This is an optimization exercise on Yosys and OpenROAD, whose aim is small area, a short achievable clock period and few clock cycles per item, not a production implementation. Only simulation tests tie the RTL to the original design; equivalence was not proved.

== exp/harbor ==
// bsm_xfade
module bsm_xfade (
    input  wire        clk,
    input  wire        rst,
    input  wire        cmd_valid,
    output wire        cmd_ready,
    input  wire [11:0] cmd_len,
    input  wire        in_valid,
    output wire        in_ready,
    input  wire [15:0] in_dst,
    input  wire [15:0] in_src,
    output wire        out_valid,
    input  wire        out_ready,
    output wire [15:0] out_data
);
    localparam F   = 29;              
    localparam CT  = 14;            
    localparam K   = 3;               
    localparam W   = F + 16 - CT;     
    localparam WL  = F - CT;          
    reg        active;    
    reg        dz;        
    reg        first;     
    reg        rdy_r;     
    reg        full_r;    
    reg        nq;        
    reg        vA, vB;    
    reg [10:0] dv;        
    reg [11:0] pr;        
    reg [F:0]  q;         
    reg [3:0]  dcnt;      
    reg        dfirst;    
    reg [F-1:0] x;        
    reg [11:0]  u;        
    reg         second;   
    wire cmd_fire = cmd_valid && !active;
    wire in_fire  = in_valid && in_ready;
    wire pop      = out_ready && nq;
    wire nq_pop   = nq && !pop;
    wire stallB   = vB && nq_pop;              
    wire stallA   = vA && stallB;              
    wire moveB    = vB && !stallB;
    assign cmd_ready = !active;
    assign in_ready  = rdy_r && (!full_r || out_ready);
    wire [11:0] dr [0:K];
    wire [K-1:0] qb;
    assign dr[0] = pr;
    genvar gj;
    generate
        for (gj = 0; gj < K; gj = gj + 1) begin : g_div
            wire [11:0] tw = {dr[gj][10:0], dfirst && (gj == 0)};
            assign dr[gj+1] = dr[gj][11] ? tw + {1'b0, dv} : tw - {1'b0, dv};
            assign qb[K-1-gj] = !dr[gj+1][11];
        end
    endgenerate
    wire [11:0]  pd;
    wire         pd_co;
    xf_add #(12) u_pd (.a(pr), .b({1'b0, dv} ^ {12{!pr[11]}}), .ci(!pr[11]),
                       .s(pd), .co(pd_co));
    wire [11:0]  rr  = pr[11] ? pd : pr;                     
    wire [11:0]  rmd = pr[11] ? pr : pd;                     
  ...
Size in the first run: ~200 flip-flops, ~68 I/O pins.
==> flow/config.mk <==
export PLATFORM = sky130hd
export DESIGN_NAME = bsm_xfade
export DESIGN_NICKNAME = bsm_xfade
export VERILOG_FILES = /design/flow/design.v
export SDC_FILE = /design/flow/constraint.sdc
export NUM_CORES = 4
export LEC_CHECK = 0
export CAP_MARGIN = 5
export CORE_MARGIN = 2
export CORE_UTILIZATION = 40
export PLACE_DENSITY = 0.75
export SETUP_SLACK_MARGIN = 5
export SLEW_MARGIN = 5
==> flow/constraint.sdc <==
create_clock -name core_clock -period 10.0 [get_ports {clk}]
set_input_delay 2.0000 -clock core_clock [delete_from_list [all_inputs] [get_ports {clk}]]
set_output_delay 2.0000 -clock core_clock [all_outputs]
set_load 0.01 [all_outputs]
run.sh (not shown) runs the stock make flow with config.mk's settings and CLKGATE_MAP_FILE= SYNTH_SCRIPT=/design/flow/synth_recipe.tcl, a recipe that flattens the netlist after the stock synthesis.
Testbench counts of exp/harbor, summed over its fixed seeds: cycles 41,401, items 38,279.
Inputs modified between exp/harbor and exp/sierra:
diff --git a/flow/config.mk b/flow/config.mk
--- a/flow/config.mk
+++ b/flow/config.mk
@@ -9,5 +9,5 @@
 export CORE_MARGIN = 2
 export CORE_UTILIZATION = 40
-export PLACE_DENSITY = 0.75
+export PLACE_DENSITY = 0.6
 export SETUP_SLACK_MARGIN = 5
 export SLEW_MARGIN = 5
| final routed wire length divided by cell count | lower: exp/sierra |. exp/sierra against exp/harbor: total of cells resized after clock tree synthesis went up by 14%, count of plain and timing-repair buffers in the layout went up by about 1.2%.
Input changes introduced in exp/yarrow (baseline for comparison: exp/sierra):
diff --git a/flow/config.mk b/flow/config.mk
--- a/flow/config.mk
+++ b/flow/config.mk
@@ -8,6 +8,6 @@
 export CAP_MARGIN = 5
 export CORE_MARGIN = 2
-export CORE_UTILIZATION = 40
-export PLACE_DENSITY = 0.6
+export CORE_UTILIZATION = 60
+export PLACE_DENSITY = 0.7
 export SETUP_SLACK_MARGIN = 5
 export SLEW_MARGIN = 5
Notes after the runs:
exp/yarrow — number of ordinary and repair buffers in the finished layout 6 higher, exp/sierra as reference. Summary — initial core utilization, exp/yarrow relative to exp/sierra: higher, by 21 points. Summary of exp/yarrow over exp/sierra: global-route usage over all layers grew by 11 points; proportion of synthesized flip-flops having asynchronous set or reset now sits at about the same level.


Starting RTL as in the previous note.
export LEC_CHECK = 0
export CAP_MARGIN = 0
export CORE_MARGIN = 2
export CORE_UTILIZATION = 40
export CTS_BUF_LIST = sky130_fd_sc_hd__clkbuf_8
export PLACE_DENSITY = 0.6
export SETUP_SLACK_MARGIN = 5
export SLEW_MARGIN = 0
create_clock -name core_clock -period 10.0 [get_ports {clk}]
Testbench counts at the start, summed over its fixed seeds: cycles 41,401, items 38,279.
Change:
Settings changed: ABC_CLOCK_PERIOD_IN_PS set to 5000, CAP_MARGIN 0 to 20, CTS_BUF_LIST sky130_fd_sc_hd__clkbuf_8 to not set, SLEW_MARGIN 0 to 20.
Setup slack got worse by 0.061 ns.
Synthesized cell count stays the same.
Fmax went down by 1.1%.
Cell area went up by 2.6%.
Routed wire length went up by 2.1%.
Register-to-register slack got worse by 0.06 ns.
Via count came out higher by 1.7%.
Change:
==> flow/flow/run.sh (new file) <==
#!/bin/bash
# The standard layout (the standard.sh: standard synthesis and ORFS
# from floorplan to finish), with the ports buffered by the smallest
# buffer instead of the delay buffer buffer_ports picks by default.
set -euo pipefail
export BUFFER_PORTS_ARGS="-buffer_cell sky130_fd_sc_hd__buf_1"
bash standard.sh > standard.log 2>&1
==> flow/standard.sh (new file) <==
#!/bin/bash
# synth_recipe.tcl (not shown) runs the flow's synth.tcl, then flattens the netlist and writes it again
# the make line also repeats each setting of config.mk as NAME=value (left out here)
make -C /OpenROAD-flow-scripts/flow DESIGN_CONFIG=/design/flow/config.mk WORK_HOME=/design/flow/orfs CLKGATE_MAP_FILE= SYNTH_SCRIPT=/design/flow/synth_recipe.tcl "${@:-finish}"
Settings changed: ABC_CLOCK_PERIOD_IN_PS 5000 to not set, CAP_MARGIN 20 to 5, SLEW_MARGIN 20 to 5.
removed: flow/run.sh
What happened:
- The new run finished with timing, DRC and antenna clean
- first-iteration DRC count rises by 4.0%
- die area stays the same
- setup slack improves by 0.023 ns
- clock-buffer cell count stays the same


Another version of the RTL of bsm_xfade (not shown whole).
Size in the first run: ~2,300 cells after synthesis, about 68 I/O pins.
clock: 10.0 ns
lec_check: 0
cap_margin: 5
core_margin: 2
core_utilization: 40
place_density: 0.6
setup_slack_margin: 5
slew_margin: 5
Stock flow here: none of the scripts above is used.
The first run ran to the end with no violations.
Testbench counts at the start, summed over its fixed seeds: cycles 40,550, items 38,279.
Then changed:
==> flow/flow/run.sh (new file) <==
#!/bin/bash
# The standard layout (the standard.sh: standard synthesis and ORFS
# from floorplan to finish), with the ports buffered by the smallest
# buffer instead of the delay buffer buffer_ports picks by default.
set -euo pipefail
export BUFFER_PORTS_ARGS="-buffer_cell sky130_fd_sc_hd__buf_1"
bash standard.sh > standard.log 2>&1
==> flow/standard.sh (new file) <==
#!/bin/bash
# synth_recipe.tcl (not shown) runs the flow's synth.tcl, then flattens the netlist and writes it again
# the make line also repeats each setting of config.mk as NAME=value (left out here)
make -C /OpenROAD-flow-scripts/flow DESIGN_CONFIG=/design/flow/config.mk WORK_HOME=/design/flow/orfs CLKGATE_MAP_FILE= SYNTH_SCRIPT=/design/flow/synth_recipe.tcl "${@:-finish}"
removed: flow/run.sh
=> The changed run completed with no timing, DRC or antenna violations. Via count is higher slightly. Count of clock-buffer cells in the layout is higher by 3.

-- separate check: timing with driven ports --
Ports are ideal in the flow. The routed layouts listed here were re-timed in OpenROAD. Step 1 assumes that a clkbuf_16 drives the clock port and a buf_2 every other input. Step 2 also shifts input and output timing later by t, the mid clock arrival at the registers, as if the neighbouring blocks saw the same clock. a / b / c = no drivers / after step 1 / after step 2; a / b = the first two.
run	t, ns	setup WS [ns]	worst setup path after step 2	clock arrival spread, ns	pins driven straight from the clock port
exp/harbor	0.548	4.734 / 4.734 / 4.675	input to register	0.036 / 0.037	1
exp/sierra	0.548	4.788 / 4.788 / 4.656	input to register	0.015 / 0.014	1
exp/yarrow	0.508	4.857 / 4.857 / 4.649	input to register	0.019 / 0.018	1
the first run of note 2	0.617	4.786 / 4.786 / 4.706	input to register	0.019 / 0.019	1
the second run of note 2	0.557	4.725 / 4.725 / 4.705	input to register	0.013 / 0.012	1
the third run of note 2	0.558	4.748 / 4.748 / 4.748	register to register	0.018 / 0.018	1
the first run of note 3	0.550	5.072 / 5.045 / 4.636	input to register	0.014 / 0.014	1
the second run of note 3	0.553	5.102 / 5.102 / 4.672	input to register	0.027 / 0.028	1
After both steps every run listed still meets setup and hold. The setup slack of the first run of note 3, which loses most, moves by -0.027 ns with the drivers and by -0.436 ns with both steps.
